What follows belongs to an exercise in optimizing a design on an open flow for small area, a short achievable clock period and few clock cycles per item; a production flow would make more cautious choices. No functional check of the RTL was part of any run shown here.

==> flow/design.v, too long to show whole: its modules and the start of the top module <==
// module ydl_corr_cordic: 554 lines
// module ydl_angle_engine: 201 lines
module ydl_angle_engine (
    input  wire        clk,
    input  wire        rst,
    input  wire        hdr_valid,
    output wire        hdr_ready,
    input  wire [15:0] hdr_start_code,
    input  wire [15:0] hdr_end_code,
    input  wire [7:0]  hdr_count,
    input  wire [13:0] hdr_dist_first,
    input  wire [13:0] hdr_dist_last,
    input  wire        smp_valid,
    output wire        smp_ready,
    input  wire [23:0] smp_raw,
    output wire        out_valid,
    input  wire        out_ready,
    output reg  [15:0] out_angle,
    output reg  [13:0] out_dist,
    output reg  [9:0]  out_intensity,
    output reg         out_last
);
  // ...
==> flow/run.sh <==
#!/bin/bash
# synth_recipe.tcl (not shown) runs the flow's synth.tcl, then flattens the netlist and writes it again
# the make line also repeats each setting of config.mk as NAME=value (left out here)
make -C /OpenROAD-flow-scripts/flow DESIGN_CONFIG=/design/flow/config.mk WORK_HOME=/design/flow/orfs CLKGATE_MAP_FILE= SYNTH_SCRIPT=/design/flow/synth_recipe.tcl finish
==> flow/config.mk <==
export PLATFORM = sky130hd
export DESIGN_NAME = ydl_angle_engine
export DESIGN_NICKNAME = ydl_angle_engine
export VERILOG_FILES = /design/flow/design.v
export SDC_FILE = /design/flow/constraint.sdc
export NUM_CORES = 4
export LEC_CHECK = 0
export ABC_CLOCK_PERIOD_IN_PS = 4500
export CAP_MARGIN = 20
export CORE_MARGIN = 2
export CORE_UTILIZATION = 40
export SLEW_MARGIN = 20
==> flow/constraint.sdc <==
create_clock -name core_clock -period 12.0 [get_ports {clk}]
set_input_delay 2.4000 -clock core_clock [delete_from_list [all_inputs] [get_ports {clk}]]
set_output_delay 2.4000 -clock core_clock [all_outputs]
set_load 0.01 [all_outputs]
==> impl_results.md, run 1 <==
- # clk buffers: 119
- Worst EP required: 9.60 ns
- Drt pass-1 iters: 6
- Synth warn: 2
- Clock insertion delay at the later pin of the skew report: 0.70 ns
- Max Clock Freq: 142 MHz
- Inserted Diodes: 0
- RR Startpoint: u_corr.y_r0[17]
- Vias per cell: 5.09
- Seq/Total Area, Yosys: 0.512
- Buffers excl. clock: 169
- CTS Sinks: 951
- Final setup violation count: 0
- Remaining antenna violation count: 0
- Main synth FF type: edfxtp_1
- Most frequent cells in the layout: edfxtp_1, ha_1, xnor2_1
- Met1 wire length: 54,400 um
- Run status: finished clean
- Largest cells by area after synthesis: edfxtp_1, ha_1, xnor2_1
- Synthesis-stage register bit count: 951
- Setup crit end: smp_ready
- Cell mode on critical path: clkdlybuf4s50_1
- Vias in the first global route: 33,700
- TritonCTS clock tree: yes
- Largest net degree at the start of global routing: 186
- Syn Area/Cell: 12.0 um^2
- Critical Path Fanout Max: 145
- Tightest Pin Transition: 1.12 ns
- CP cell instances: clkdlybuf4s50_1 -> nor2b_1 -> buf_4 -> inv_8 -> and3_1 -> clkdlybuf4s50_1
- Fraction of layout cells with a size suffix above 1: 0.0584
- M1 GR Usage: 0.226
==> run 2, diff against run 1 <==
==> flow/design.v (replaced) <==
module ydl_corr_cordic (
    input  wire          clk,
    input  wire          rst,
    input  wire          en,
    input  wire          in_v,
    input  wire [25:0]   in_pay,
    input  wire [13:0]   in_d,
    input  wire [20:0]   in_z,
    input  wire          in_conv,
    output wire          out_v,
    output wire [25:0]   out_pay,
    output wire [20:0]   out_z,
    output wire [15:0]   out_ang
);
    reg [3:0] sh;
    always @(*) begin
        casez (in_d)
            14'b1?????????????: sh = 4'd0;
            14'b01????????????: sh = 4'd1;
            14'b001???????????: sh = 4'd2;
            14'b0001??????????: sh = 4'd3;
            14'b00001?????????: sh = 4'd4;
            14'b000001????????: sh = 4'd5;
            14'b0000001???????: sh = 4'd6;
            14'b00000001??????: sh = 4'd7;
            14'b000000001?????: sh = 4'd8;
            14'b0000000001????: sh = 4'd9;
            14'b00000000001???: sh = 4'd9;
            14'b000000000001??: sh = 4'd9;
            14'b0000000000001?: sh = 4'd9;
            14'b00000000000001: sh = 4'd9;
            default: sh = 4'd9;
        endcase
    end
    wire        dz = (in_d == 14'd0);
    wire [13:0] dn = in_d << sh;
    reg  [17:0] k1, k2;
    always @(*) begin
        case ({dz, sh})
            5'd0: begin k1 = 18'd147; k2 = 18'd195; end
            5'd1: begin k1 = 18'd294; k2 = 18'd390; end
            5'd2: begin k1 = 18'd588; k2 = 18'd780; end
            5'd3: begin k1 = 18'd1176; k2 = 18'd1560; end
            5'd4: begin k1 = 18'd2352; k2 = 18'd3121; end
            5'd5: begin k1 = 18'd4705; k2 = 18'd6241; end
            5'd6: begin k1 = 18'd9409; k2 = 18'd12482; end
            5'd7: begin k1 = 18'd18819; k2 = 18'd24965; end
            5'd8: begin k1 = 18'd37638; k2 = 18'd49930; end
            5'd9: begin k1 = 18'd75275; k2 = 18'd99859; end
            default: begin k1 = 18'd78499; k2 = 18'd202970; end
        endcase
    end
    wire        m_n1 = dz | (in_d >= 14'd25);
    reg  [17:0] kx, ky;
    always @(*) begin
        case ({dz, m_n1, sh})
            6'd0: begin kx = 18'd244; ky = 18'd122; end
            6'd1: begin kx = 18'd489; ky = 18'd243; end
            6'd2: begin kx = 18'd978; ky = 18'd486; end
            6'd3: begin kx = 18'd1956; ky = 18'd972; end
            6'd4: begin kx = 18'd3912; ky = 18'd1945; end
            6'd5: begin kx = 18'd7825; ky = 18'd3889; end
            6'd6: begin kx = 18'd15650; ky = 18'd7778; end
            6'd7: begin kx = 18'd31301; ky = 18'd15556; end
            6'd8: begin kx = 18'd62603; ky = 18'd31111; end
            6'd9: begin kx = 18'd125204; ky = 18'd62222; end
            6'd16: begin kx = 18'd50; ky = 18'd268; end
            6'd17: begin kx = 18'd99; ky = 18'd537; end
            6'd18: begin kx = 18'd198; ky = 18'd1074; end
            6'd19: begin kx = 18'd396; ky = 18'd2148; end
            6'd20: begin kx = 18'd792; ky = 18'd4297; end
            6'd21: begin kx = 18'd1585; ky = 18'd8593; end
            6'd22: begin kx = 18'd3168; ky = 18'd17186; end
            6'd23: begin kx = 18'd6337; ky = 18'd34374; end
            6'd24: begin kx = 18'd12673; ky = 18'd68749; end
            6'd25: begin kx = 18'd25346; ky = 18'd137496; end
            6'd57: begin kx = 18'd108086; ky = 18'd242219; end
            default: begin kx = 18'd0; ky = 18'd0; end
        endcase
    end
    wire [17:0] m_dp = {1'b0, dn, 3'd0};
    wire [17:0] m_dh = {2'b0, dn, 2'd0};
    wire [17:0] m_xa = m_n1 ? m_dp : 18'd0;
    wire [17:0] m_ya = m_n1 ? 18'd0 : m_dp;
    wire px1_s = m_xa[0] ^ m_dh[0];
    wire px1_c = m_xa[0] & m_dh[0];
    wire px2_s = m_xa[1] ^ m_dh[1] ^ kx[1];
    wire px2_c = (m_xa[1] & m_dh[1]) | (m_xa[1] & kx[1]) | (m_dh[1] & kx[1]);
    wire px3_s = m_xa[2] ^ m_dh[2] ^ kx[2];
    wire px3_c = (m_xa[2] & m_dh[2]) | (m_xa[2] & kx[2]) | (m_dh[2] & kx[2]);
    wire px4_s = m_xa[3] ^ m_dh[3] ^ kx[3];
    wire px4_c = (m_xa[3] & m_dh[3]) | (m_xa[3] & kx[3]) | (m_dh[3] & kx[3]);
    wire px5_s = m_xa[4] ^ m_dh[4] ^ kx[4];
    wire px5_c = (m_xa[4] & m_dh[4]) | (m_xa[4] & kx[4]) | (m_dh[4] & kx[4]);
    wire px6_s = m_xa[5] ^ m_dh[5] ^ kx[5];
    wire px6_c = (m_xa[5] & m_dh[5]) | (m_xa[5] & kx[5]) | (m_dh[5] & kx[5]);
    wire px7_s = m_xa[6] ^ m_dh[6] ^ kx[6];
    wire px7_c = (m_xa[6] & m_dh[6]) | (m_xa[6] & kx[6]) | (m_dh[6] & kx[6]);
    wire px8_s = m_xa[7] ^ m_dh[7] ^ kx[7];
    wire px8_c = (m_xa[7] & m_dh[7]) | (m_xa[7] & kx[7]) | (m_dh[7] & kx[7]);
    wire px9_s = m_xa[8] ^ m_dh[8] ^ kx[8];
    wire px9_c = (m_xa[8] & m_dh[8]) | (m_xa[8] & kx[8]) | (m_dh[8] & kx[8]);
    wire px10_s = m_xa[9] ^ m_dh[9] ^ kx[9];
    wire px10_c = (m_xa[9] & m_dh[9]) | (m_xa[9] & kx[9]) | (m_dh[9] & kx[9]);
    wire px11_s = m_xa[10] ^ m_dh[10] ^ kx[10];
    wire px11_c = (m_xa[10] & m_dh[10]) | (m_xa[10] & kx[10]) | (m_dh[10] & kx[10]);
    wire px12_s = m_xa[11] ^ m_dh[11] ^ kx[11];
    wire px12_c = (m_xa[11] & m_dh[11]) | (m_xa[11] & kx[11]) | (m_dh[11] & kx[11]);
    wire px13_s = m_xa[12] ^ m_dh[12] ^ kx[12];
    wire px13_c = (m_xa[12] & m_dh[12]) | (m_xa[12] & kx[12]) | (m_dh[12] & kx[12]);
    wire px14_s = m_xa[13] ^ m_dh[13] ^ kx[13];
    wire px14_c = (m_xa[13] & m_dh[13]) | (m_xa[13] & kx[13]) | (m_dh[13] & kx[13]);
    wire px15_s = m_xa[14] ^ m_dh[14] ^ kx[14];
    wire px15_c = (m_xa[14] & m_dh[14]) | (m_xa[14] & kx[14]) | (m_dh[14] & kx[14]);
    wire px16_s = m_xa[15] ^ m_dh[15] ^ kx[15];
    wire px16_c = (m_xa[15] & m_dh[15]) | (m_xa[15] & kx[15]) | (m_dh[15] & kx[15]);
    wire px17_s = m_xa[16] ^ m_dh[16] ^ kx[16];
    wire px17_c = (m_xa[16] & m_dh[16]) | (m_xa[16] & kx[16]) | (m_dh[16] & kx[16]);
    wire px18_s = m_xa[17] ^ m_dh[17] ^ kx[17];
    wire px18_c = (m_xa[17] & m_dh[17]) | (m_xa[17] & kx[17]) | (m_dh[17] & kx[17]);
    wire [17:0] x_s0 = {px17_c, px16_c, px15_c, px14_c, px13_c, px12_c, px11_c, px10_c, px9_c, px8_c, px7_c, px6_c, px5_c, px4_c, px3_c, px2_c, px1_c, px1_s} + {px18_s, px17_s, px16_s, px15_s, px14_s, px13_s, px12_s, px11_s, px10_s, px9_s, px8_s, px7_s, px6_s, px5_s, px4_s, px3_s, px2_s, kx[0]};
    wire py19_s = ky[1] ^ ~m_dh[1];
    wire py19_c = ky[1] & ~m_dh[1];
    wire py20_s = ky[2] ^ ~m_dh[2];
    wire py20_c = ky[2] & ~m_dh[2];
    wire py21_s = ky[3] ^ ~m_dh[3];
    wire py21_c = ky[3] & ~m_dh[3];
    wire py22_s = ky[4] ^ ~m_dh[4];
    wire py22_c = ky[4] & ~m_dh[4];
    wire py23_s = ky[5] ^ ~m_dh[5];
    wire py23_c = ky[5] & ~m_dh[5];
    wire py24_s = ky[6] ^ ~m_dh[6];
    wire py24_c = ky[6] & ~m_dh[6];
    wire py25_s = ky[7] ^ ~m_dh[7];
    wire py25_c = ky[7] & ~m_dh[7];
    wire py26_s = ky[8] ^ ~m_dh[8];
    wire py26_c = ky[8] & ~m_dh[8];
    wire py27_s = ky[9] ^ ~m_dh[9];
    wire py27_c = ky[9] & ~m_dh[9];
    wire py28_s = ky[10] ^ ~m_dh[10];
    wire py28_c = ky[10] & ~m_dh[10];
    wire py29_s = ky[11] ^ ~m_dh[11];
    wire py29_c = ky[11] & ~m_dh[11];
    wire py30_s = ky[12] ^ ~m_dh[12];
    wire py30_c = ky[12] & ~m_dh[12];
    wire py31_s = ky[13] ^ ~m_dh[13];
    wire py31_c = ky[13] & ~m_dh[13];
    wire py32_s = ky[14] ^ ~m_dh[14];
    wire py32_c = ky[14] & ~m_dh[14];
    wire py33_s = ky[15] ^ ~m_dh[15];
    wire py33_c = ky[15] & ~m_dh[15];
    wire py34_s = ky[16] ^ ~m_dh[16];
    wire py34_c = ky[16] & ~m_dh[16];
    wire py35_s = ky[17] ^ ~m_dh[17];
    wire py35_c = ky[17] & ~m_dh[17];
    wire py36_s = ky[0] ^ ~m_dh[0];
    wire py36_c = ky[0] & ~m_dh[0];
    wire py37_s = py19_s ^ ~m_ya[1] ^ 1'b1;
    wire py37_c = (py19_s & ~m_ya[1]) | (py19_s & 1'b1) | (~m_ya[1] & 1'b1);
    wire py38_s = py19_c ^ py20_s ^ ~m_ya[2];
    wire py38_c = (py19_c & py20_s) | (py19_c & ~m_ya[2]) | (py20_s & ~m_ya[2]);
    wire py39_s = py20_c ^ py21_s ^ ~m_ya[3];
    wire py39_c = (py20_c & py21_s) | (py20_c & ~m_ya[3]) | (py21_s & ~m_ya[3]);
    wire py40_s = py21_c ^ py22_s ^ ~m_ya[4];
    wire py40_c = (py21_c & py22_s) | (py21_c & ~m_ya[4]) | (py22_s & ~m_ya[4]);
    wire py41_s = py22_c ^ py23_s ^ ~m_ya[5];
    wire py41_c = (py22_c & py23_s) | (py22_c & ~m_ya[5]) | (py23_s & ~m_ya[5]);
    wire py42_s = py23_c ^ py24_s ^ ~m_ya[6];
    wire py42_c = (py23_c & py24_s) | (py23_c & ~m_ya[6]) | (py24_s & ~m_ya[6]);
    wire py43_s = py24_c ^ py25_s ^ ~m_ya[7];
    wire py43_c = (py24_c & py25_s) | (py24_c & ~m_ya[7]) | (py25_s & ~m_ya[7]);
    wire py44_s = py25_c ^ py26_s ^ ~m_ya[8];
    wire py44_c = (py25_c & py26_s) | (py25_c & ~m_ya[8]) | (py26_s & ~m_ya[8]);
    wire py45_s = py26_c ^ py27_s ^ ~m_ya[9];
    wire py45_c = (py26_c & py27_s) | (py26_c & ~m_ya[9]) | (py27_s & ~m_ya[9]);
    wire py46_s = py27_c ^ py28_s ^ ~m_ya[10];
    wire py46_c = (py27_c & py28_s) | (py27_c & ~m_ya[10]) | (py28_s & ~m_ya[10]);
    wire py47_s = py28_c ^ py29_s ^ ~m_ya[11];
    wire py47_c = (py28_c & py29_s) | (py28_c & ~m_ya[11]) | (py29_s & ~m_ya[11]);
    wire py48_s = py29_c ^ py30_s ^ ~m_ya[12];
    wire py48_c = (py29_c & py30_s) | (py29_c & ~m_ya[12]) | (py30_s & ~m_ya[12]);
    wire py49_s = py30_c ^ py31_s ^ ~m_ya[13];
    wire py49_c = (py30_c & py31_s) | (py30_c & ~m_ya[13]) | (py31_s & ~m_ya[13]);
    wire py50_s = py31_c ^ py32_s ^ ~m_ya[14];
    wire py50_c = (py31_c & py32_s) | (py31_c & ~m_ya[14]) | (py32_s & ~m_ya[14]);
    wire py51_s = py32_c ^ py33_s ^ ~m_ya[15];
    wire py51_c = (py32_c & py33_s) | (py32_c & ~m_ya[15]) | (py33_s & ~m_ya[15]);
    wire py52_s = py33_c ^ py34_s ^ ~m_ya[16];
    wire py52_c = (py33_c & py34_s) | (py33_c & ~m_ya[16]) | (py34_s & ~m_ya[16]);
    wire py53_s = py34_c ^ py35_s ^ ~m_ya[17];
    wire py53_c = (py34_c & py35_s) | (py34_c & ~m_ya[17]) | (py35_s & ~m_ya[17]);
    wire [17:0] y_s0 = {py52_c, py51_c, py50_c, py49_c, py48_c, py47_c, py46_c, py45_c, py44_c, py43_c, py42_c, py41_c, py40_c, py39_c, py38_c, py37_c, py36_c, py36_s} + {py53_s, py52_s, py51_s, py50_s, py49_s, py48_s, py47_s, py46_s, py45_s, py44_s, py43_s, py42_s, py41_s, py40_s, py39_s, py38_s, py37_s, ~m_ya[0]};
    reg [17:0] x_r1;
    reg [17:0] y_r1;
    reg [20:0] z_r1;
    reg [0:0] conv_r1;
    reg [25:0] pay_r1;
    always @(posedge clk) if (en) begin x_r1 <= x_s0; y_r1 <= y_s0; z_r1 <= in_z; conv_r1 <= in_conv; pay_r1 <= in_pay; end
    reg v_r1;
    always @(posedge clk) if (rst) v_r1 <= 1'b0; else if (en) v_r1 <= in_v;
    reg p1_r1; always @(posedge clk) if (en) p1_r1 <= ~m_n1;
    wire n2 = y_r1[17];
    wire signed [23:0] ye2 = $signed(y_r1);
    wire signed [23:0] xe2 = {6'd0, x_r1};
    wire signed [23:0] xs2 = xe2 >>> 2;
    wire signed [23:0] ys2 = ye2 >>> 2;
    wire [24:0] yc2 = {ye2, 1'b1} + {xs2 ^ {24{~n2}}, ~n2};
    wire [23:0] yn2 = yc2[24:1];
    wire [24:0] xc2 = {xe2, 1'b1} + {ys2 ^ {24{n2}}, n2};
    wire [23:0] xn2 = xc2[24:1];
    wire [17:0] x_i2 = xn2[17:0];
    wire [16:0] y_i2 = yn2[16:0];
    wire [21:0] cv_m = z_r1[14:0] * 22'd91;
    wire [21:0] z_cm = conv_r1 ? cv_m : {1'b0, z_r1};
    wire n3 = y_i2[16];
    wire signed [23:0] ye3 = $signed(y_i2);
    wire signed [23:0] xe3 = {6'd0, x_i2};
    wire signed [23:0] xs3 = xe3 >>> 3;
    wire signed [23:0] ys3 = ye3 >>> 3;
    wire [24:0] yc3 = {ye3, 1'b1} + {xs3 ^ {24{~n3}}, ~n3};
    wire [23:0] yn3 = yc3[24:1];
    wire [24:0] xc3 = {xe3, 1'b1} + {ys3 ^ {24{n3}}, n3};
    wire [23:0] xn3 = xc3[24:1];
    wire [17:0] x_i3 = xn3[17:0];
    wire [15:0] y_i3 = yn3[15:0];
    reg [17:0] x_r3;
    reg [15:0] y_r3;
    reg [21:0] z_r3;
    reg [0:0] conv_r3;
    reg [25:0] pay_r3;
    always @(posedge clk) if (en) begin x_r3 <= x_i3; y_r3 <= y_i3; z_r3 <= z_cm; conv_r3 <= conv_r1; pay_r3 <= pay_r1; end
    reg v_r3;
    always @(posedge clk) if (rst) v_r3 <= 1'b0; else if (en) v_r3 <= v_r1;
    reg p1_r3; always @(posedge clk) if (en) p1_r3 <= p1_r1;
    reg p2_r3; always @(posedge clk) if (en) p2_r3 <= ~n2;
    reg p3_r3; always @(posedge clk) if (en) p3_r3 <= ~n3;
    wire n4 = y_r3[15];
    wire signed [23:0] ye4 = $signed(y_r3);
    wire signed [23:0] xe4 = {6'd0, x_r3};
    wire signed [23:0] xs4 = xe4 >>> 4;
    wire signed [23:0] ys4 = ye4 >>> 4;
    wire [24:0] yc4 = {ye4, 1'b1} + {xs4 ^ {24{~n4}}, ~n4};
    wire [23:0] yn4 = yc4[24:1];
    wire [24:0] xc4 = {xe4, 1'b1} + {ys4 ^ {24{n4}}, n4};
    wire [23:0] xn4 = xc4[24:1];
    wire [17:0] x_i4 = xn4[17:0];
    wire [14:0] y_i4 = yn4[14:0];
    wire [21:0] cv_m2 = z_r3;
    wire [20:0] cv_t = cv_m2[20:0] + {11'd0, cv_m2[21:12]} + 21'd23;
    wire [20:0] z_cv = conv_r3 ? cv_t : z_r3[20:0];
    wire n5 = y_i4[14];
    wire signed [23:0] ye5 = $signed(y_i4);
    wire signed [23:0] xe5 = {6'd0, x_i4};
    wire signed [23:0] xs5 = xe5 >>> 5;
    wire signed [23:0] ys5 = ye5 >>> 5;
    wire [24:0] yc5 = {ye5, 1'b1} + {xs5 ^ {24{~n5}}, ~n5};
    wire [23:0] yn5 = yc5[24:1];
    wire [24:0] xc5 = {xe5, 1'b1} + {ys5 ^ {24{n5}}, n5};
    wire [23:0] xn5 = xc5[24:1];
    wire [17:0] x_i5 = xn5[17:0];
    wire [13:0] y_i5 = yn5[13:0];
    reg [17:0] x_r5;
    reg [13:0] y_r5;
    reg [20:0] z_r5;
    reg [25:0] pay_r5;
    always @(posedge clk) if (en) begin x_r5 <= x_i5; y_r5 <= y_i5; z_r5 <= z_cv; pay_r5 <= pay_r3; end
    reg v_r5;
    always @(posedge clk) if (rst) v_r5 <= 1'b0; else if (en) v_r5 <= v_r3;
    reg p1_r5; always @(posedge clk) if (en) p1_r5 <= p1_r3;
    reg p2_r5; always @(posedge clk) if (en) p2_r5 <= p2_r3;
    reg p3_r5; always @(posedge clk) if (en) p3_r5 <= p3_r3;
    reg p4_r5; always @(posedge clk) if (en) p4_r5 <= ~n4;
    reg p5_r5; always @(posedge clk) if (en) p5_r5 <= ~n5;
    wire n6 = y_r5[13];
    wire signed [23:0] ye6 = $signed(y_r5);
    wire signed [23:0] xe6 = {6'd0, x_r5};
    wire signed [23:0] xs6 = xe6 >>> 6;
    wire signed [23:0] ys6 = ye6 >>> 6;
    wire [24:0] yc6 = {ye6, 1'b1} + {xs6 ^ {24{~n6}}, ~n6};
    wire [23:0] yn6 = yc6[24:1];
    wire [24:0] xc6 = {xe6, 1'b1} + {ys6 ^ {24{n6}}, n6};
    wire [23:0] xn6 = xc6[24:1];
    wire [17:0] x_i6 = xn6[17:0];
    wire [12:0] y_i6 = yn6[12:0];
    wire n7 = y_i6[12];
    wire signed [23:0] ye7 = $signed(y_i6);
    wire signed [23:0] xe7 = {6'd0, x_i6};
    wire signed [23:0] xs7 = xe7 >>> 7;
    wire signed [23:0] ys7 = ye7 >>> 7;
    wire [24:0] yc7 = {ye7, 1'b1} + {xs7 ^ {24{~n7}}, ~n7};
    wire [23:0] yn7 = yc7[24:1];
    wire [11:0] y_i7 = yn7[11:0];
    reg [17:0] x_r7;
    reg [11:0] y_r7;
    reg [20:0] z_r7;
    reg [25:0] pay_r7;
    always @(posedge clk) if (en) begin x_r7 <= x_i6; y_r7 <= y_i7; z_r7 <= z_r5; pay_r7 <= pay_r5; end
    reg v_r7;
    always @(posedge clk) if (rst) v_r7 <= 1'b0; else if (en) v_r7 <= v_r5;
    reg p1_r7; always @(posedge clk) if (en) p1_r7 <= p1_r5;
    reg p2_r7; always @(posedge clk) if (en) p2_r7 <= p2_r5;
    reg p3_r7; always @(posedge clk) if (en) p3_r7 <= p3_r5;
    reg p4_r7; always @(posedge clk) if (en) p4_r7 <= p4_r5;
    reg p5_r7; always @(posedge clk) if (en) p5_r7 <= p5_r5;
    reg p6_r7; always @(posedge clk) if (en) p6_r7 <= ~n6;
    reg p7_r7; always @(posedge clk) if (en) p7_r7 <= ~n7;
    wire n8 = y_r7[11];
    wire signed [23:0] ye8 = $signed(y_r7);
    wire signed [23:0] xe8 = {6'd0, x_r7};
    wire signed [23:0] xs8 = xe8 >>> 8;
    wire signed [23:0] ys8 = ye8 >>> 8;
    wire [24:0] yc8 = {ye8, 1'b1} + {xs8 ^ {24{~n8}}, ~n8};
    wire [23:0] yn8 = yc8[24:1];
    wire [10:0] y_i8 = yn8[10:0];
    wire n9 = y_i8[10];
    wire signed [23:0] ye9 = $signed(y_i8);
    wire signed [23:0] xe9 = {6'd0, x_r7};
    wire signed [23:0] xs9 = xe9 >>> 9;
    wire signed [23:0] ys9 = ye9 >>> 9;
    wire [24:0] yc9 = {ye9, 1'b1} + {xs9 ^ {24{~n9}}, ~n9};
    wire [23:0] yn9 = yc9[24:1];
    wire [9:0] y_i9 = yn9[9:0];
    reg [17:0] x_r9;
    reg [9:0] y_r9;
    reg [20:0] z_r9;
    reg [25:0] pay_r9;
    always @(posedge clk) if (en) begin x_r9 <= x_r7; y_r9 <= y_i9; z_r9 <= z_r7; pay_r9 <= pay_r7; end
    reg v_r9;
    always @(posedge clk) if (rst) v_r9 <= 1'b0; else if (en) v_r9 <= v_r7;
    reg p1_r9; always @(posedge clk) if (en) p1_r9 <= p1_r7;
    reg p2_r9; always @(posedge clk) if (en) p2_r9 <= p2_r7;
    reg p3_r9; always @(posedge clk) if (en) p3_r9 <= p3_r7;
    reg p4_r9; always @(posedge clk) if (en) p4_r9 <= p4_r7;
    reg p5_r9; always @(posedge clk) if (en) p5_r9 <= p5_r7;
    reg p6_r9; always @(posedge clk) if (en) p6_r9 <= p6_r7;
    reg p7_r9; always @(posedge clk) if (en) p7_r9 <= p7_r7;
    reg p8_r9; always @(posedge clk) if (en) p8_r9 <= ~n8;
    reg p9_r9; always @(posedge clk) if (en) p9_r9 <= ~n9;
    wire n10 = y_r9[9];
    wire signed [23:0] ye10 = $signed(y_r9);
    wire signed [23:0] xe10 = {6'd0, x_r9};
    wire signed [23:0] xs10 = xe10 >>> 10;
    wire signed [23:0] ys10 = ye10 >>> 10;
    wire [24:0] yc10 = {ye10, 1'b1} + {xs10 ^ {24{~n10}}, ~n10};
    wire [23:0] yn10 = yc10[24:1];
    wire [8:0] y_i10 = yn10[8:0];
    wire n11 = y_i10[8];
    wire signed [23:0] ye11 = $signed(y_i10);
    wire signed [23:0] xe11 = {6'd0, x_r9};
    wire signed [23:0] xs11 = xe11 >>> 11;
    wire signed [23:0] ys11 = ye11 >>> 11;
    wire [24:0] yc11 = {ye11, 1'b1} + {xs11 ^ {24{~n11}}, ~n11};
    wire [23:0] yn11 = yc11[24:1];
    wire [7:0] y_i11 = yn11[7:0];
    reg [17:0] x_r11;
    reg [7:0] y_r11;
    reg [20:0] z_r11;
    reg [25:0] pay_r11;
    always @(posedge clk) if (en) begin x_r11 <= x_r9; y_r11 <= y_i11; z_r11 <= z_r9; pay_r11 <= pay_r9; end
    reg v_r11;
    always @(posedge clk) if (rst) v_r11 <= 1'b0; else if (en) v_r11 <= v_r9;
    reg p1_r11; always @(posedge clk) if (en) p1_r11 <= p1_r9;
    reg p2_r11; always @(posedge clk) if (en) p2_r11 <= p2_r9;
    reg p3_r11; always @(posedge clk) if (en) p3_r11 <= p3_r9;
    reg p4_r11; always @(posedge clk) if (en) p4_r11 <= p4_r9;
    reg p5_r11; always @(posedge clk) if (en) p5_r11 <= p5_r9;
    reg p6_r11; always @(posedge clk) if (en) p6_r11 <= p6_r9;
    reg p7_r11; always @(posedge clk) if (en) p7_r11 <= p7_r9;
    reg p8_r11; always @(posedge clk) if (en) p8_r11 <= p8_r9;
    reg p9_r11; always @(posedge clk) if (en) p9_r11 <= p9_r9;
    reg p10_r11; always @(posedge clk) if (en) p10_r11 <= ~n10;
    reg p11_r11; always @(posedge clk) if (en) p11_r11 <= ~n11;
    wire n12 = y_r11[7];
    wire signed [23:0] ye12 = $signed(y_r11);
    wire signed [23:0] xe12 = {6'd0, x_r11};
    wire signed [23:0] xs12 = xe12 >>> 12;
    wire signed [23:0] ys12 = ye12 >>> 12;
    wire [24:0] yc12 = {ye12, 1'b1} + {xs12 ^ {24{~n12}}, ~n12};
    wire [23:0] yn12 = yc12[24:1];
    wire [6:0] y_i12 = yn12[6:0];
    wire n13 = y_i12[6];
    wire signed [23:0] ye13 = $signed(y_i12);
    wire signed [23:0] xe13 = {6'd0, x_r11};
    wire signed [23:0] xs13 = xe13 >>> 13;
    wire signed [23:0] ys13 = ye13 >>> 13;
    wire [24:0] yc13 = {ye13, 1'b1} + {xs13 ^ {24{~n13}}, ~n13};
    wire [23:0] yn13 = yc13[24:1];
    wire [5:0] y_i13 = yn13[5:0];
    wire ta54_s = z_r11[1] ^ p1_r11;
    wire ta54_c = z_r11[1] & p1_r11;
    wire ta55_s = z_r11[2] ^ p2_r11 ^ p3_r11;
    wire ta55_c = (z_r11[2] & p2_r11) | (z_r11[2] & p3_r11) | (p2_r11 & p3_r11);
    wire ta56_s = p4_r11 ^ p5_r11;
    wire ta56_c = p4_r11 & p5_r11;
    wire ta57_s = z_r11[3] ^ p2_r11;
    wire ta57_c = z_r11[3] & p2_r11;
    wire ta58_s = z_r11[4] ^ 1'b1;
    wire ta58_c = z_r11[4] & 1'b1;
    wire ta59_s = z_r11[5] ^ p5_r11;
    wire ta59_c = z_r11[5] & p5_r11;
    wire ta60_s = z_r11[6] ^ 1'b1 ^ p2_r11;
    wire ta60_c = (z_r11[6] & 1'b1) | (z_r11[6] & p2_r11) | (1'b1 & p2_r11);
    wire ta61_s = p3_r11 ^ p4_r11;
    wire ta61_c = p3_r11 & p4_r11;
    wire ta62_s = z_r11[7] ^ p2_r11 ^ p4_r11;
    wire ta62_c = (z_r11[7] & p2_r11) | (z_r11[7] & p4_r11) | (p2_r11 & p4_r11);
    wire ta63_s = z_r11[8] ^ 1'b1;
    wire ta63_c = z_r11[8] & 1'b1;
    wire ta64_s = ta54_s ^ p2_r11 ^ p5_r11;
    wire ta64_c = (ta54_s & p2_r11) | (ta54_s & p5_r11) | (p2_r11 & p5_r11);
    wire ta65_s = ta54_c ^ ta55_s ^ ta56_s;
    wire ta65_c = (ta54_c & ta55_s) | (ta54_c & ta56_s) | (ta55_s & ta56_s);
    wire ta66_s = p6_r11 ^ p10_r11;
    wire ta66_c = p6_r11 & p10_r11;
    wire ta67_s = ta55_c ^ ta56_c ^ ta57_s;
    wire ta67_c = (ta55_c & ta56_c) | (ta55_c & ta57_s) | (ta56_c & ta57_s);
    wire ta68_s = p6_r11 ^ p9_r11 ^ p10_r11;
    wire ta68_c = (p6_r11 & p9_r11) | (p6_r11 & p10_r11) | (p9_r11 & p10_r11);
    wire ta69_s = ta57_c ^ ta58_s ^ p5_r11;
    wire ta69_c = (ta57_c & ta58_s) | (ta57_c & p5_r11) | (ta58_s & p5_r11);
    wire ta70_s = p6_r11 ^ p8_r11 ^ p9_r11;
    wire ta70_c = (p6_r11 & p8_r11) | (p6_r11 & p9_r11) | (p8_r11 & p9_r11);
    wire ta71_s = ta58_c ^ ta59_s ^ p6_r11;
    wire ta71_c = (ta58_c & ta59_s) | (ta58_c & p6_r11) | (ta59_s & p6_r11);
    wire ta72_s = p7_r11 ^ p8_r11 ^ ~n12;
    wire ta72_c = (p7_r11 & p8_r11) | (p7_r11 & ~n12) | (p8_r11 & ~n12);
    wire ta73_s = ta59_c ^ ta60_s ^ ta61_s;
    wire ta73_c = (ta59_c & ta60_s) | (ta59_c & ta61_s) | (ta60_s & ta61_s);
    wire ta74_s = p5_r11 ^ p7_r11 ^ p11_r11;
    wire ta74_c = (p5_r11 & p7_r11) | (p5_r11 & p11_r11) | (p7_r11 & p11_r11);
    wire ta75_s = ta60_c ^ ta61_c ^ ta62_s;
    wire ta75_c = (ta60_c & ta61_c) | (ta60_c & ta62_s) | (ta61_c & ta62_s);
    wire ta76_s = p6_r11 ^ p10_r11 ^ ~n12;
    wire ta76_c = (p6_r11 & p10_r11) | (p6_r11 & ~n12) | (p10_r11 & ~n12);
    wire ta77_s = ta62_c ^ ta63_s ^ p1_r11;
    wire ta77_c = (ta62_c & ta63_s) | (ta62_c & p1_r11) | (ta63_s & p1_r11);
    wire ta78_s = p5_r11 ^ p9_r11 ^ p11_r11;
    wire ta78_c = (p5_r11 & p9_r11) | (p5_r11 & p11_r11) | (p9_r11 & p11_r11);
    wire ta79_s = ta63_c ^ z_r11[9] ^ p2_r11;
    wire ta79_c = (ta63_c & z_r11[9]) | (ta63_c & p2_r11) | (z_r11[9] & p2_r11);
    wire ta80_s = p4_r11 ^ p8_r11 ^ p10_r11;
    wire ta80_c = (p4_r11 & p8_r11) | (p4_r11 & p10_r11) | (p8_r11 & p10_r11);
    wire ta81_s = z_r11[10] ^ p2_r11 ^ p3_r11;
    wire ta81_c = (z_r11[10] & p2_r11) | (z_r11[10] & p3_r11) | (p2_r11 & p3_r11);
    wire ta82_s = p7_r11 ^ p9_r11;
    wire ta82_c = p7_r11 & p9_r11;
    wire ta83_s = z_r11[11] ^ 1'b1 ^ p1_r11;
    wire ta83_c = (z_r11[11] & 1'b1) | (z_r11[11] & p1_r11) | (1'b1 & p1_r11);
    wire ta84_s = p2_r11 ^ p6_r11 ^ p8_r11;
    wire ta84_c = (p2_r11 & p6_r11) | (p2_r11 & p8_r11) | (p6_r11 & p8_r11);
    wire ta85_s = z_r11[12] ^ p1_r11 ^ p2_r11;
    wire ta85_c = (z_r11[12] & p1_r11) | (z_r11[12] & p2_r11) | (p1_r11 & p2_r11);
    wire ta86_s = p5_r11 ^ p7_r11;
    wire ta86_c = p5_r11 & p7_r11;
    wire ta87_s = z_r11[13] ^ 1'b1 ^ p1_r11;
    wire ta87_c = (z_r11[13] & 1'b1) | (z_r11[13] & p1_r11) | (1'b1 & p1_r11);
    wire ta88_s = p2_r11 ^ p4_r11 ^ p6_r11;
    wire ta88_c = (p2_r11 & p4_r11) | (p2_r11 & p6_r11) | (p4_r11 & p6_r11);
    wire ta89_s = z_r11[14] ^ 1'b1 ^ p2_r11;
    wire ta89_c = (z_r11[14] & 1'b1) | (z_r11[14] & p2_r11) | (1'b1 & p2_r11);
    wire ta90_s = p3_r11 ^ p5_r11;
    wire ta90_c = p3_r11 & p5_r11;
    wire ta91_s = z_r11[15] ^ p1_r11;
    wire ta91_c = z_r11[15] & p1_r11;
    wire ta92_s = ta64_s ^ p6_r11;
    wire ta92_c = ta64_s & p6_r11;
    wire ta93_s = ta64_c ^ ta65_s ^ ta66_s;
    wire ta93_c = (ta64_c & ta65_s) | (ta64_c & ta66_s) | (ta65_s & ta66_s);
    wire ta94_s = ta65_c ^ ta66_c ^ ta67_s;
    wire ta94_c = (ta65_c & ta66_c) | (ta65_c & ta67_s) | (ta66_c & ta67_s);
    wire ta95_s = ta67_c ^ ta68_c ^ ta69_s;
    wire ta95_c = (ta67_c & ta68_c) | (ta67_c & ta69_s) | (ta68_c & ta69_s);
    wire ta96_s = ta69_c ^ ta70_c ^ ta71_s;
    wire ta96_c = (ta69_c & ta70_c) | (ta69_c & ta71_s) | (ta70_c & ta71_s);
    wire ta97_s = ta71_c ^ ta72_c ^ ta73_s;
    wire ta97_c = (ta71_c & ta72_c) | (ta71_c & ta73_s) | (ta72_c & ta73_s);
    wire ta98_s = ta73_c ^ ta74_c ^ ta75_s;
    wire ta98_c = (ta73_c & ta74_c) | (ta73_c & ta75_s) | (ta74_c & ta75_s);
    wire ta99_s = ta75_c ^ ta76_c ^ ta77_s;
    wire ta99_c = (ta75_c & ta76_c) | (ta75_c & ta77_s) | (ta76_c & ta77_s);
    wire ta100_s = ta77_c ^ ta78_c ^ ta79_s;
    wire ta100_c = (ta77_c & ta78_c) | (ta77_c & ta79_s) | (ta78_c & ta79_s);
    wire ta101_s = ta79_c ^ ta80_c ^ ta81_s;
    wire ta101_c = (ta79_c & ta80_c) | (ta79_c & ta81_s) | (ta80_c & ta81_s);
    wire ta102_s = ta81_c ^ ta82_c ^ ta83_s;
    wire ta102_c = (ta81_c & ta82_c) | (ta81_c & ta83_s) | (ta82_c & ta83_s);
    wire ta103_s = ta83_c ^ ta84_c ^ ta85_s;
    wire ta103_c = (ta83_c & ta84_c) | (ta83_c & ta85_s) | (ta84_c & ta85_s);
    wire ta104_s = ta85_c ^ ta86_c ^ ta87_s;
    wire ta104_c = (ta85_c & ta86_c) | (ta85_c & ta87_s) | (ta86_c & ta87_s);
    wire ta105_s = ta87_c ^ ta88_c ^ ta89_s;
    wire ta105_c = (ta87_c & ta88_c) | (ta87_c & ta89_s) | (ta88_c & ta89_s);
    wire ta106_s = ta89_c ^ ta90_c ^ ta91_s;
    wire ta106_c = (ta89_c & ta90_c) | (ta89_c & ta91_s) | (ta90_c & ta91_s);
    wire ta107_s = ta91_c ^ z_r11[16];
    wire ta107_c = ta91_c & z_r11[16];
    wire ta108_s = z_r11[17] ^ 1'b1;
    wire ta108_c = z_r11[17] & 1'b1;
    wire ta109_s = z_r11[18] ^ 1'b1;
    wire ta109_c = z_r11[18] & 1'b1;
    wire ta110_s = ta92_s ^ p11_r11;
    wire ta110_c = ta92_s & p11_r11;
    wire ta111_s = ta92_c ^ ta93_s ^ p11_r11;
    wire ta111_c = (ta92_c & ta93_s) | (ta92_c & p11_r11) | (ta93_s & p11_r11);
    wire ta112_s = ta93_c ^ ta94_s ^ ta68_s;
    wire ta112_c = (ta93_c & ta94_s) | (ta93_c & ta68_s) | (ta94_s & ta68_s);
    wire ta113_s = ta94_c ^ ta95_s ^ ta70_s;
    wire ta113_c = (ta94_c & ta95_s) | (ta94_c & ta70_s) | (ta95_s & ta70_s);
    wire ta114_s = ta95_c ^ ta96_s ^ ta72_s;
    wire ta114_c = (ta95_c & ta96_s) | (ta95_c & ta72_s) | (ta96_s & ta72_s);
    wire ta115_s = ta96_c ^ ta97_s ^ ta74_s;
    wire ta115_c = (ta96_c & ta97_s) | (ta96_c & ta74_s) | (ta97_s & ta74_s);
    wire ta116_s = ta97_c ^ ta98_s ^ ta76_s;
    wire ta116_c = (ta97_c & ta98_s) | (ta97_c & ta76_s) | (ta98_s & ta76_s);
    wire ta117_s = ta98_c ^ ta99_s ^ ta78_s;
    wire ta117_c = (ta98_c & ta99_s) | (ta98_c & ta78_s) | (ta99_s & ta78_s);
    wire ta118_s = ta99_c ^ ta100_s ^ ta80_s;
    wire ta118_c = (ta99_c & ta100_s) | (ta99_c & ta80_s) | (ta100_s & ta80_s);
    wire ta119_s = ta100_c ^ ta101_s ^ ta82_s;
    wire ta119_c = (ta100_c & ta101_s) | (ta100_c & ta82_s) | (ta101_s & ta82_s);
    wire ta120_s = ta101_c ^ ta102_s ^ ta84_s;
    wire ta120_c = (ta101_c & ta102_s) | (ta101_c & ta84_s) | (ta102_s & ta84_s);
    wire ta121_s = ta102_c ^ ta103_s ^ ta86_s;
    wire ta121_c = (ta102_c & ta103_s) | (ta102_c & ta86_s) | (ta103_s & ta86_s);
    wire ta122_s = ta103_c ^ ta104_s ^ ta88_s;
    wire ta122_c = (ta103_c & ta104_s) | (ta103_c & ta88_s) | (ta104_s & ta88_s);
    wire ta123_s = ta104_c ^ ta105_s ^ ta90_s;
    wire ta123_c = (ta104_c & ta105_s) | (ta104_c & ta90_s) | (ta105_s & ta90_s);
    wire ta124_s = ta105_c ^ ta106_s ^ p4_r11;
    wire ta124_c = (ta105_c & ta106_s) | (ta105_c & p4_r11) | (ta106_s & p4_r11);
    wire ta125_s = ta106_c ^ ta107_s ^ p3_r11;
    wire ta125_c = (ta106_c & ta107_s) | (ta106_c & p3_r11) | (ta107_s & p3_r11);
    wire ta126_s = ta107_c ^ ta108_s ^ p2_r11;
    wire ta126_c = (ta107_c & ta108_s) | (ta107_c & p2_r11) | (ta108_s & p2_r11);
    wire ta127_s = ta108_c ^ ta109_s ^ p1_r11;
    wire ta127_c = (ta108_c & ta109_s) | (ta108_c & p1_r11) | (ta109_s & p1_r11);
    wire ta128_s = ta109_c ^ z_r11[19] ^ 1'b1;
    wire ta128_c = (ta109_c & z_r11[19]) | (ta109_c & 1'b1) | (z_r11[19] & 1'b1);
    wire ta129_s = z_r11[20] ^ 1'b1;
    wire ta129_c = z_r11[20] & 1'b1;
    reg [17:0] x_r13;
    reg [5:0] y_r13;
    reg [25:0] pay_r13;
    always @(posedge clk) if (en) begin x_r13 <= x_r11; y_r13 <= y_i13; pay_r13 <= pay_r11; end
    reg v_r13;
    always @(posedge clk) if (rst) v_r13 <= 1'b0; else if (en) v_r13 <= v_r11;
    reg p13_r13; always @(posedge clk) if (en) p13_r13 <= ~n13;
    reg [20:0] ra_r13, rb_r13;
    always @(posedge clk) if (en) begin ra_r13 <= {ta128_c, ta127_c, ta126_c, ta125_c, ta124_c, ta123_c, ta122_c, ta121_c, ta120_c, ta119_c, ta118_c, ta117_c, ta116_c, ta115_c, ta114_c, ta113_c, ta112_c, ta111_c, ta110_c, ta110_s, z_r11[0]}; rb_r13 <= {ta129_s, ta128_s, ta127_s, ta126_s, ta125_s, ta124_s, ta123_s, ta122_s, ta121_s, ta120_s, ta119_s, ta118_s, ta117_s, ta116_s, ta115_s, ta114_s, ta113_s, ta112_s, ta111_s, ~n12, 1'b0}; end
    wire n14 = y_r13[5];
    wire signed [23:0] ye14 = $signed(y_r13);
    wire signed [23:0] xe14 = {6'd0, x_r13};
    wire signed [23:0] xs14 = xe14 >>> 14;
    wire signed [23:0] ys14 = ye14 >>> 14;
    wire [24:0] yc14 = {ye14, 1'b1} + {xs14 ^ {24{~n14}}, ~n14};
    wire [23:0] yn14 = yc14[24:1];
    wire [4:0] y_i14 = yn14[4:0];
    wire n15 = y_i14[4];
    wire tb130_s = p13_r13 ^ ~n15;
    wire tb130_c = p13_r13 & ~n15;
    wire tb131_s = ~n14 ^ ra_r13[5];
    wire tb131_c = ~n14 & ra_r13[5];
    wire tb132_s = p13_r13 ^ ra_r13[6];
    wire tb132_c = p13_r13 & ra_r13[6];
    wire tb133_s = p13_r13 ^ ra_r13[1];
    wire tb133_c = p13_r13 & ra_r13[1];
    wire tb134_s = ~n15 ^ ra_r13[2] ^ rb_r13[2];
    wire tb134_c = (~n15 & ra_r13[2]) | (~n15 & rb_r13[2]) | (ra_r13[2] & rb_r13[2]);
    wire tb135_s = ~n14 ^ ra_r13[3] ^ rb_r13[3];
    wire tb135_c = (~n14 & ra_r13[3]) | (~n14 & rb_r13[3]) | (ra_r13[3] & rb_r13[3]);
    wire tb136_s = tb130_s ^ ra_r13[4] ^ rb_r13[4];
    wire tb136_c = (tb130_s & ra_r13[4]) | (tb130_s & rb_r13[4]) | (ra_r13[4] & rb_r13[4]);
    wire tb137_s = tb130_c ^ tb131_s ^ rb_r13[5];
    wire tb137_c = (tb130_c & tb131_s) | (tb130_c & rb_r13[5]) | (tb131_s & rb_r13[5]);
    wire tb138_s = tb131_c ^ tb132_s ^ rb_r13[6];
    wire tb138_c = (tb131_c & tb132_s) | (tb131_c & rb_r13[6]) | (tb132_s & rb_r13[6]);
    wire tb139_s = tb132_c ^ ra_r13[7] ^ rb_r13[7];
    wire tb139_c = (tb132_c & ra_r13[7]) | (tb132_c & rb_r13[7]) | (ra_r13[7] & rb_r13[7]);
    wire tb140_s = ra_r13[8] ^ rb_r13[8];
    wire tb140_c = ra_r13[8] & rb_r13[8];
    wire tb141_s = ra_r13[9] ^ rb_r13[9];
    wire tb141_c = ra_r13[9] & rb_r13[9];
    wire tb142_s = ra_r13[10] ^ rb_r13[10];
    wire tb142_c = ra_r13[10] & rb_r13[10];
    wire tb143_s = ra_r13[11] ^ rb_r13[11];
    wire tb143_c = ra_r13[11] & rb_r13[11];
    wire tb144_s = ra_r13[12] ^ rb_r13[12];
    wire tb144_c = ra_r13[12] & rb_r13[12];
    wire tb145_s = ra_r13[13] ^ rb_r13[13];
    wire tb145_c = ra_r13[13] & rb_r13[13];
    wire tb146_s = ra_r13[14] ^ rb_r13[14];
    wire tb146_c = ra_r13[14] & rb_r13[14];
    wire tb147_s = ra_r13[15] ^ rb_r13[15];
    wire tb147_c = ra_r13[15] & rb_r13[15];
    wire tb148_s = ra_r13[16] ^ rb_r13[16];
    wire tb148_c = ra_r13[16] & rb_r13[16];
    wire tb149_s = ra_r13[17] ^ rb_r13[17];
    wire tb149_c = ra_r13[17] & rb_r13[17];
    wire tb150_s = ra_r13[18] ^ rb_r13[18];
    wire tb150_c = ra_r13[18] & rb_r13[18];
    wire tb151_s = ra_r13[19] ^ rb_r13[19];
    wire tb151_c = ra_r13[19] & rb_r13[19];
    wire tb152_s = ra_r13[20] ^ rb_r13[20];
    wire tb152_c = ra_r13[20] & rb_r13[20];
    wire [20:0] z_sum = {tb151_c, tb150_c, tb149_c, tb148_c, tb147_c, tb146_c, tb145_c, tb144_c, tb143_c, tb142_c, tb141_c, tb140_c, tb139_c, tb138_c, tb137_c, tb136_c, tb135_c, tb134_c, tb133_c, tb133_s, ra_r13[0]} + {tb152_s, tb151_s, tb150_s, tb149_s, tb148_s, tb147_s, tb146_s, tb145_s, tb144_s, tb143_s, tb142_s, tb141_s, tb140_s, tb139_s, tb138_s, tb137_s, tb136_s, tb135_s, tb134_s, rb_r13[1], rb_r13[0]};
    reg  [20:0] z_q;
    reg  [25:0] pay_q;
    reg         v_q;
    always @(posedge clk) if (en) begin z_q <= z_sum; pay_q <= pay_r13; end
    always @(posedge clk) if (rst) v_q <= 1'b0; else if (en) v_q <= v_r13;
    assign out_z = z_q;
    assign out_pay = pay_q;
    assign out_v = v_q;
    wire m153_s = z_q[5] ^ z_q[3];
    wire m153_c = z_q[5] & z_q[3];
    wire m154_s = z_q[6] ^ z_q[4] ^ z_q[3];
    wire m154_c = (z_q[6] & z_q[4]) | (z_q[6] & z_q[3]) | (z_q[4] & z_q[3]);
    wire m155_s = z_q[7] ^ z_q[5] ^ z_q[4];
    wire m155_c = (z_q[7] & z_q[5]) | (z_q[7] & z_q[4]) | (z_q[5] & z_q[4]);
    wire m156_s = z_q[8] ^ z_q[6] ^ z_q[5];
    wire m156_c = (z_q[8] & z_q[6]) | (z_q[8] & z_q[5]) | (z_q[6] & z_q[5]);
    wire m157_s = z_q[9] ^ z_q[7] ^ z_q[6];
    wire m157_c = (z_q[9] & z_q[7]) | (z_q[9] & z_q[6]) | (z_q[7] & z_q[6]);
    wire m158_s = z_q[10] ^ z_q[8] ^ z_q[7];
    wire m158_c = (z_q[10] & z_q[8]) | (z_q[10] & z_q[7]) | (z_q[8] & z_q[7]);
    wire m159_s = z_q[11] ^ z_q[9] ^ z_q[8];
    wire m159_c = (z_q[11] & z_q[9]) | (z_q[11] & z_q[8]) | (z_q[9] & z_q[8]);
    wire m160_s = z_q[12] ^ z_q[10] ^ z_q[9];
    wire m160_c = (z_q[12] & z_q[10]) | (z_q[12] & z_q[9]) | (z_q[10] & z_q[9]);
    wire m161_s = z_q[13] ^ z_q[11] ^ z_q[10];
    wire m161_c = (z_q[13] & z_q[11]) | (z_q[13] & z_q[10]) | (z_q[11] & z_q[10]);
    wire m162_s = z_q[14] ^ z_q[12] ^ z_q[11];
    wire m162_c = (z_q[14] & z_q[12]) | (z_q[14] & z_q[11]) | (z_q[12] & z_q[11]);
    wire m163_s = z_q[15] ^ z_q[13] ^ z_q[12];
    wire m163_c = (z_q[15] & z_q[13]) | (z_q[15] & z_q[12]) | (z_q[13] & z_q[12]);
    wire m164_s = z_q[16] ^ z_q[14] ^ z_q[13];
    wire m164_c = (z_q[16] & z_q[14]) | (z_q[16] & z_q[13]) | (z_q[14] & z_q[13]);
    wire m165_s = z_q[17] ^ z_q[15] ^ z_q[14];
    wire m165_c = (z_q[17] & z_q[15]) | (z_q[17] & z_q[14]) | (z_q[15] & z_q[14]);
    wire m166_s = z_q[18] ^ z_q[16] ^ z_q[15];
    wire m166_c = (z_q[18] & z_q[16]) | (z_q[18] & z_q[15]) | (z_q[16] & z_q[15]);
    wire m167_s = z_q[19] ^ z_q[17] ^ z_q[16];
    wire m167_c = (z_q[19] & z_q[17]) | (z_q[19] & z_q[16]) | (z_q[17] & z_q[16]);
    wire m168_s = z_q[20] ^ z_q[18] ^ z_q[17];
    wire m168_c = (z_q[20] & z_q[18]) | (z_q[20] & z_q[17]) | (z_q[18] & z_q[17]);
    wire m169_s = z_q[19] ^ z_q[18];
    wire m169_c = z_q[19] & z_q[18];
    wire m170_s = z_q[20] ^ z_q[19];
    wire m170_c = z_q[20] & z_q[19];
    wire m171_s = z_q[3] ^ z_q[1];
    wire m171_c = z_q[3] & z_q[1];
    wire m172_s = z_q[4] ^ z_q[2] ^ z_q[1];
    wire m172_c = (z_q[4] & z_q[2]) | (z_q[4] & z_q[1]) | (z_q[2] & z_q[1]);
    wire m173_s = m153_s ^ z_q[2] ^ z_q[0];
    wire m173_c = (m153_s & z_q[2]) | (m153_s & z_q[0]) | (z_q[2] & z_q[0]);
    wire m174_s = m153_c ^ m154_s ^ z_q[1];
    wire m174_c = (m153_c & m154_s) | (m153_c & z_q[1]) | (m154_s & z_q[1]);
    wire m175_s = m154_c ^ m155_s ^ z_q[2];
    wire m175_c = (m154_c & m155_s) | (m154_c & z_q[2]) | (m155_s & z_q[2]);
    wire m176_s = m155_c ^ m156_s ^ z_q[3];
    wire m176_c = (m155_c & m156_s) | (m155_c & z_q[3]) | (m156_s & z_q[3]);
    wire m177_s = m156_c ^ m157_s ^ z_q[4];
    wire m177_c = (m156_c & m157_s) | (m156_c & z_q[4]) | (m157_s & z_q[4]);
    wire m178_s = m157_c ^ m158_s ^ z_q[5];
    wire m178_c = (m157_c & m158_s) | (m157_c & z_q[5]) | (m158_s & z_q[5]);
    wire m179_s = m158_c ^ m159_s ^ z_q[6];
    wire m179_c = (m158_c & m159_s) | (m158_c & z_q[6]) | (m159_s & z_q[6]);
    wire m180_s = m159_c ^ m160_s ^ z_q[7];
    wire m180_c = (m159_c & m160_s) | (m159_c & z_q[7]) | (m160_s & z_q[7]);
    wire m181_s = m160_c ^ m161_s ^ z_q[8];
    wire m181_c = (m160_c & m161_s) | (m160_c & z_q[8]) | (m161_s & z_q[8]);
    wire m182_s = m161_c ^ m162_s ^ z_q[9];
    wire m182_c = (m161_c & m162_s) | (m161_c & z_q[9]) | (m162_s & z_q[9]);
    wire m183_s = m162_c ^ m163_s ^ z_q[10];
    wire m183_c = (m162_c & m163_s) | (m162_c & z_q[10]) | (m163_s & z_q[10]);
    wire m184_s = m163_c ^ m164_s ^ z_q[11];
    wire m184_c = (m163_c & m164_s) | (m163_c & z_q[11]) | (m164_s & z_q[11]);
    wire m185_s = m164_c ^ m165_s ^ z_q[12];
    wire m185_c = (m164_c & m165_s) | (m164_c & z_q[12]) | (m165_s & z_q[12]);
    wire m186_s = m165_c ^ m166_s ^ z_q[13];
    wire m186_c = (m165_c & m166_s) | (m165_c & z_q[13]) | (m166_s & z_q[13]);
    wire m187_s = m166_c ^ m167_s ^ z_q[14];
    wire m187_c = (m166_c & m167_s) | (m166_c & z_q[14]) | (m167_s & z_q[14]);
    wire m188_s = m167_c ^ m168_s ^ z_q[15];
    wire m188_c = (m167_c & m168_s) | (m167_c & z_q[15]) | (m168_s & z_q[15]);
    wire m189_s = m168_c ^ m169_s ^ z_q[16];
    wire m189_c = (m168_c & m169_s) | (m168_c & z_q[16]) | (m169_s & z_q[16]);
    wire m190_s = m169_c ^ m170_s ^ z_q[17];
    wire m190_c = (m169_c & m170_s) | (m169_c & z_q[17]) | (m170_s & z_q[17]);
    wire m191_s = m170_c ^ z_q[20] ^ z_q[18];
    wire m191_c = (m170_c & z_q[20]) | (m170_c & z_q[18]) | (z_q[20] & z_q[18]);
    wire [26:0] m45 = {1'b0, z_q[20], m191_c, m190_c, m189_c, m188_c, m187_c, m186_c, m185_c, m184_c, m183_c, m182_c, m181_c, m180_c, m179_c, m178_c, m177_c, m176_c, m175_c, m174_c, m173_c, m172_c, m171_c, m171_s, z_q[2], z_q[1], z_q[0]} + {1'b0, 1'b0, z_q[19], m191_s, m190_s, m189_s, m188_s, m187_s, m186_s, m185_s, m184_s, m183_s, m182_s, m181_s, m180_s, m179_s, m178_s, m177_s, m176_s, m175_s, m174_s, m173_s, m172_s, z_q[0], z_q[0], 1'b0, 1'b0};
    assign out_ang = m45[26:11];
endmodule
module ydl_angle_engine (
    input  wire        clk,
    input  wire        rst,
    input  wire        hdr_valid,
    output wire        hdr_ready,
    input  wire [15:0] hdr_start_code,
    input  wire [15:0] hdr_end_code,
    input  wire [7:0]  hdr_count,
    input  wire [13:0] hdr_dist_first,
    input  wire [13:0] hdr_dist_last,
    input  wire        smp_valid,
    output wire        smp_ready,
    input  wire [23:0] smp_raw,
    output wire        out_valid,
    input  wire        out_ready,
    output reg  [15:0] out_angle,
    output reg  [13:0] out_dist,
    output reg  [9:0]  out_intensity,
    output reg         out_last
);
    localparam [2:0] W_IDLE = 3'd0,   
                     W_S0   = 3'd1,   
                     W_S1   = 3'd2,   
                     W_WT   = 3'd3,   
                     W_DIV  = 3'd4,   
                     W_DONE = 3'd5;   
    reg        out_v, skid_v;
    reg [15:0] sk_angle;
    reg [13:0] sk_dist;
    reg [9:0]  sk_int;
    reg        sk_last;
    wire       en = ~skid_v;
    assign out_valid = out_v;
    reg  [2:0]  w_st;
    reg  [3:0]  w_cnt;
    reg  [7:0]  w_dv;               
    reg         w_nb, w_nd;         
    reg  [20:0] w_f;                
    reg  [26:0] w_q;                
    reg  [7:0]  w_r;
    reg         p_v, p_conv;
    reg  [20:0] p_f;
    reg  [7:0]  p_n;
    reg  [26:0] p_step;
    reg         e_act, e_conv;
    reg  [7:0]  e_rem;
    reg  [26:0] e_acc, e_step;
    wire        w_bub = w_nb & ((w_st == W_S0) | (w_st == W_S1));
    assign hdr_ready = (w_st == W_DONE) & ~p_v;
    assign smp_ready = en & e_act & ~w_bub;
    wire        hdr_take = hdr_valid & hdr_ready;
    wire        smp_take = smp_valid & smp_ready;
    wire        e_last = (e_rem == 8'd1);
    wire        p_to_e = p_v & (~e_act | (smp_take & e_last));
    reg         r0_v, r0_b, r0_last, r0_conv;
    reg  [13:0] r0_d;
    reg  [9:0]  r0_int;
    reg  [20:0] r0_z;
    always @(posedge clk) begin
        if (rst)
            r0_v <= 1'b0;
        else if (en)
            r0_v <= w_bub | smp_take;
    end
    always @(posedge clk) begin
        if (en) begin
            if (w_bub) begin
                r0_b    <= 1'b1;
                r0_last <= (w_st == W_S1);
                r0_conv <= 1'b1;
                r0_d    <= (w_st == W_S0) ? hdr_dist_first : hdr_dist_last;
                r0_z    <= {6'd0, (w_st == W_S0) ? hdr_start_code[15:1] : hdr_end_code[15:1]};
                r0_int  <= 10'd0;
            end else begin
                r0_b    <= 1'b0;
                r0_last <= e_last;
                r0_conv <= e_conv;
                r0_d    <= smp_raw[23:10];
                r0_int  <= smp_raw[9:0];
                r0_z    <= e_acc[26:6];
            end
        end
    end
    wire        x_v;
    wire [25:0] x_pay;
    wire [20:0] x_z;
    wire [15:0] x_ang;
    ydl_corr_cordic u_corr (
        .clk    (clk),
        .rst    (rst),
        .en     (en),
        .in_v   (r0_v),
        .in_pay ({r0_b, r0_last, r0_int, r0_d}),
        .in_d   (r0_d),
        .in_z   (r0_z),
        .in_conv(r0_conv),
        .out_v  (x_v),
        .out_pay(x_pay),
        .out_z  (x_z),
        .out_ang(x_ang)
    );
    wire        x_b    = x_pay[25];
    wire        x_last = x_pay[24];
    wire [9:0]  x_int  = x_pay[23:14];
    wire [13:0] x_d    = x_pay[13:0];
    wire        res_v  = x_v & ~x_b;
    always @(posedge clk) begin
        if (rst) begin
            out_v  <= 1'b0;
            skid_v <= 1'b0;
        end else if (skid_v) begin
            if (out_ready)
                skid_v <= 1'b0;
        end else if (~out_v | out_ready) begin
            out_v <= res_v;
        end else if (res_v) begin
            skid_v <= 1'b1;
        end
    end
    always @(posedge clk) begin
        if (skid_v) begin
            if (out_ready) begin
                out_angle     <= sk_angle;
                out_dist      <= sk_dist;
                out_intensity <= sk_int;
                out_last      <= sk_last;
            end
        end else if (~out_v | out_ready) begin
            if (res_v) begin
                out_angle     <= x_ang;
                out_dist      <= x_d;
                out_intensity <= x_int;
                out_last      <= x_last;
            end
        end else if (res_v) begin
            sk_angle <= x_ang;
            sk_dist  <= x_d;
            sk_int   <= x_int;
            sk_last  <= x_last;
        end
    end
    wire [8:0]  r2a = {w_r, w_q[26]};
    wire [9:0]  dfa = {1'b0, r2a} - {2'b0, w_dv};
    wire        gea = ~dfa[9];
    wire [7:0]  ra  = gea ? dfa[7:0] : r2a[7:0];
    wire [8:0]  r2b = {ra, w_q[25]};
    wire [9:0]  dfb = {1'b0, r2b} - {2'b0, w_dv};
    wire        geb = ~dfb[9];
    wire [7:0]  rb  = geb ? dfb[7:0] : r2b[7:0];
    wire [8:0]  r2c = {rb, w_q[24]};
    wire [9:0]  dfc = {1'b0, r2c} - {2'b0, w_dv};
    wire        gec = ~dfc[9];
    wire [7:0]  rc  = gec ? dfc[7:0] : r2c[7:0];
    wire        xb_en = en & x_v & x_b;
    wire [20:0] span = x_z - w_f;
    always @(posedge clk) begin
        if (rst) begin
            w_st <= W_IDLE;
        end else begin
            case (w_st)
                W_IDLE: if (hdr_valid) begin
                    w_dv <= hdr_count - 8'd1;
                    w_nb <= (hdr_count > 8'd1);
                    w_nd <= (hdr_count > 8'd2);
                    w_st <= W_S0;
                end
                W_S0: begin
                    if (~w_nb)
                        w_st <= W_DONE;
                    else if (en)
                        w_st <= W_S1;
                end
                W_S1: if (en) w_st <= W_WT;
                W_WT: if (xb_en) begin
                    if (~x_last)
                        w_f <= x_z;
                    else begin
                        w_q   <= {span, 6'd0};
                        w_r   <= 8'd0;
                        w_cnt <= 4'd0;
                        w_st  <= w_nd ? W_DIV : W_DONE;
                    end
                end
                W_DIV: begin
                    w_q   <= {w_q[23:0], gea, geb, gec};
                    w_r   <= rc;
                    w_cnt <= w_cnt + 4'd1;
                    if (w_cnt == 4'd8)
                        w_st <= W_DONE;
                end
                W_DONE: if (hdr_valid & ~p_v) w_st <= W_IDLE;
                default: w_st <= W_IDLE;
            endcase
        end
    end
    always @(posedge clk) begin
        if (rst)
            p_v <= 1'b0;
        else if (hdr_take)
            p_v <= 1'b1;
        else if (p_to_e)
            p_v <= 1'b0;
    end
    always @(posedge clk) begin
        if (hdr_take) begin
            p_conv <= ~w_nb;
            p_f    <= w_nb ? w_f : {6'd0, hdr_start_code[15:1]};
            p_n    <= hdr_count;
            p_step <= w_q;
        end
    end
    always @(posedge clk) begin
        if (rst)
            e_act <= 1'b0;
        else if (p_to_e)
            e_act <= 1'b1;
        else if (smp_take & e_last)
            e_act <= 1'b0;
    end
    always @(posedge clk) begin
        if (p_to_e) begin
            e_conv <= p_conv;
            e_rem  <= p_n;
            e_acc  <= {p_f, 6'd0};
            e_step <= p_step;
        end else if (smp_take) begin
            e_rem  <= e_rem - 8'd1;
            e_acc  <= e_acc + e_step;
        end
    end
endmodule
==> flow/config.mk (replaced) <==
export PLATFORM = sky130hd
export DESIGN_NAME = ydl_angle_engine
export DESIGN_NICKNAME = ydl_angle_engine
export VERILOG_FILES = /design/flow/design.v
export SDC_FILE = /design/flow/constraint.sdc
export NUM_CORES = 4
export LEC_CHECK = 0
export CAP_MARGIN = 20
export CORE_MARGIN = 2
export CORE_UTILIZATION = 40
export SLEW_MARGIN = 20
==> run 2 against run 1 <==
Still clean on timing, DRC and antenna. Setup slack got worse by 1.5 ns. Via count grew 2.0%. Cell area rose by 1.1%. Sequential share of layout area down 1.1 points. Wire length rose by 3.8%. Global-route usage up 0.49 points.
==> impl_results.md, run 2 <==
- Post-synth EDFFs: 916
- Critical path's slowest cell: a311oi_4
- Routed vias: 34,700
- Remaining antenna violation count: 0 (unchanged)
- Setup Skew: 0.0584 ns
- Relative slew slack: 0.311
- Most common cell in the synthesized netlist: edfxtp_1
- Clock Root Buffer: clkbuf_16
- Async SR Flop Fraction: 0
- Area Overhead vs Synth: 13.1%
- Routability cong.: 0.877
- Synth unique cells: 88
- Iteration-0 DRC Markers: 2,373
- Synth cell count leaders: edfxtp_1, ha_1, inv_1, xnor2_1, nand2_1
- Largest net degree at the start of global routing: 191 (+2.7%)
- Starting Density: 0.401
- Crit end category: flip-flop
- WS Path Type: flip-flop to flip-flop
- CTS Buf Count: 100
- Die Area: 142,000 um^2
- Max Clock Freq: 118 MHz (-17%)
- DP HPWL: 87,500 um
- Drt drc: 0
- Run status: finished clean
- M1 GR Usage: 0.231 (+0.00535)
- MaxCap Viol Count: 0
- First-pass GRT wire length: 188,000 um
- Hold/Removal Path Class: flip-flop to flip-flop
- Final #Nets: 5,586
- GRT overflow: 0
- Post-CTS Hold Buffers: 0
- Met3 usage in global routing: 0.0279
- Syn Area/Cell: 12.0 um^2 (-0.17%)
- DR WL/cell: 17.3 um
- Dominant cell type by area after synthesis: edfxtp_1
- Mapped Area: 55,800 um^2
- Synth warn: 2 (unchanged)
- Final Max Tran Viols: 0
- Critical Path Fanout Max: 9 (-94%)
- Drt pass-1 iters: 6 (unchanged)
- Die Y: 377 um
- Die width: 377 um
- Clock insertion delay at the later pin of the skew report: 0.74 ns (+0.04 ns)
- GR Layer Usage met2: 0.269
- Tightest Pin Transition: 1.03 ns (-0.0819 ns)
- Initial antenna violation count: 10
- Post-Route WL: 118,000 um
- Yosys top cell area share: 0.493
- Core Area: 139,000 um^2
- Io pins: 141
- CTS H-tree lvls: 3
- PortBufs: 138
- Arrival time worst endpoint: 8.96 ns
- CTS Sinks: 938 (-1.4%)
- Cell mode on critical path: a21o_1
- Inserted Diodes: 0 (unchanged)
- Final setup violation count: 0 (unchanged)
- Vias in the first global route: 34,300 (+1.8%)
- Mapped Cells: 4,664
- Total track usage: 0.166
- Post-CTS setup buffer count: 0
- Largest cells by area after synthesis: edfxtp_1, ha_1, fa_1
- # rows: 137
- GRT busiest layer: met2
- Fin crit share: 0.708
- Most frequent cells in the layout: edfxtp_1, ha_1, inv_1
- Post-CTS resize count: 0
- Most common cell after layout, fill and taps aside: edfxtp_1
- Crit-path max cell delay: 0.60 ns
- RSZ-0062 raised after global routing: false
- Final Hold Fails: 0
- TritonCTS clock tree: yes
- Worst EP required: 12.46 ns (+2.86 ns)
- Reg clk slew, reported paths: 0.06 ns
- Period minus WS final: 8.50 ns
- Maximum clock path buffer count: 3
- Main synth FF type: edfxtp_1
- Critical path launch point type: flip-flop
- Fraction of layout cells with a size suffix above 1: 0.0669 (+0.00858)
- Seq/Total Area, Yosys: 0.501 (-0.0111)
- Synthesis-stage register bit count: 938 (-1.4%)
- Vias per cell: 5.09 (+0.10%)
- Setup TNS Final: 0 ns
-- run 2: cell count changes in the layout (fill, tap and decap cells not counted), sizes merged, moves of 18 or more --
cell / previous run / this run
xnor2: 400 / 350
xor2: 194 / 175
mux2: 39 / 71
o21ai: 215 / 236
fa: 135 / 163
ha: 451 / 469
-- run 2: stage by stage --
step / setup slack, ns / std cells / utilization / hold WS (ns) / instance area (um^2)
after floorplan: 1.28 / 4672 / - / 0.400 / 55800
after global placement: 3.58 / 6631 / 0.428 / 0.400 / 59600
after CTS: 3.48 / 6821 / 0.453 / 0.406 / 63000
final: 3.50 / 6821 / 0.453 / 0.400 / 63000
after global routing: 2.83 / 6821 / 0.453 / 0.408 / 63000
after detailed placement: 3.52 / 6631 / 0.428 / 0.405 / 59600
-- run 2: area by class of cell --
| cell class | count | area, um^2 |
|---|---|---|
| Clock buffer | 114 | 2580 |
| Clock inverter | 76 | 892 |
| Fill cell | 12700 | 76000 |
| Inverter | 407 | 1540 |
| Multi-Input combinational cell | 3235 | 26100 |
| Sequential cell | 938 | 27900 |
| Tap cell | 1876 | 2350 |
| Timing Repair Buffer | 175 | 1670 |
-- run 2: kinds of logic after synthesis --
group | after synthesis | share of synthesized area
buffers and inverters | 499 | 0.0338
AO/OA/AOI/OAI | 908 | 0.105
flip-flops | 938 | 0.501
multiplexers | 142 | 0.0271
other | 1 | 0.0000672
AND/OR/NAND/NOR | 1018 | 0.0866
adder cells (fa/ha/maj) | 632 | 0.164
XOR/XNOR | 526 | 0.0830
-- run 2: critical path, delay by kind of cell (launching register included) --
family,cells,cell delay (ns)
multiplexers,2,0.81
adder cells (fa/ha/maj),3,0.85
buffers and inverters,2,0.34
AND/OR/NAND/NOR,3,0.55
flip-flops,1,0.42
AO/OA/AOI/OAI,22,5.26
-- run 2: final timing paths --
check	start	endpoint	slack (ns)	cells past startpoint
min	r0_int[6]	u_corr.pay_r1[20]	0.40	0
max	w_dv[1]	w_r[6]	3.50	32
max reg2reg	w_dv[1]	w_r[6]	3.50	32
min reg2reg	r0_int[6]	u_corr.pay_r1[20]	0.40	0
-- run 2: layer usage --
metal / vias up / share of wire
li1: 17200 / -
met1: 16800 / 0.48
met2: 575 / 0.46
met3: 133 / 0.047
met4: 6 / 0.019
met5: - / 0.00030

==> afterwards: timing with drivers on the ports <==
The flow's constraints put no driver on any port. The routed layouts listed below were extracted and timed again, unchanged, in two steps. Step 1 assumes that a clkbuf_16 drives the clock port and a buf_2 every other input. Step 2, shift: input delay + t, output delay - t, t = (earliest + latest rising clock arrival at the registers) / 2. This alone moves slack from input paths to output paths. a / b / c = no drivers / after step 1 / after step 2; a / b = the first two.
run	t (ns)	setup WS [ns]
run 1	0.751	4.959 / 4.929 / 4.929
run 2	0.792	3.501 / 3.501 / 3.501
After both steps setup and hold are still met in every run listed.
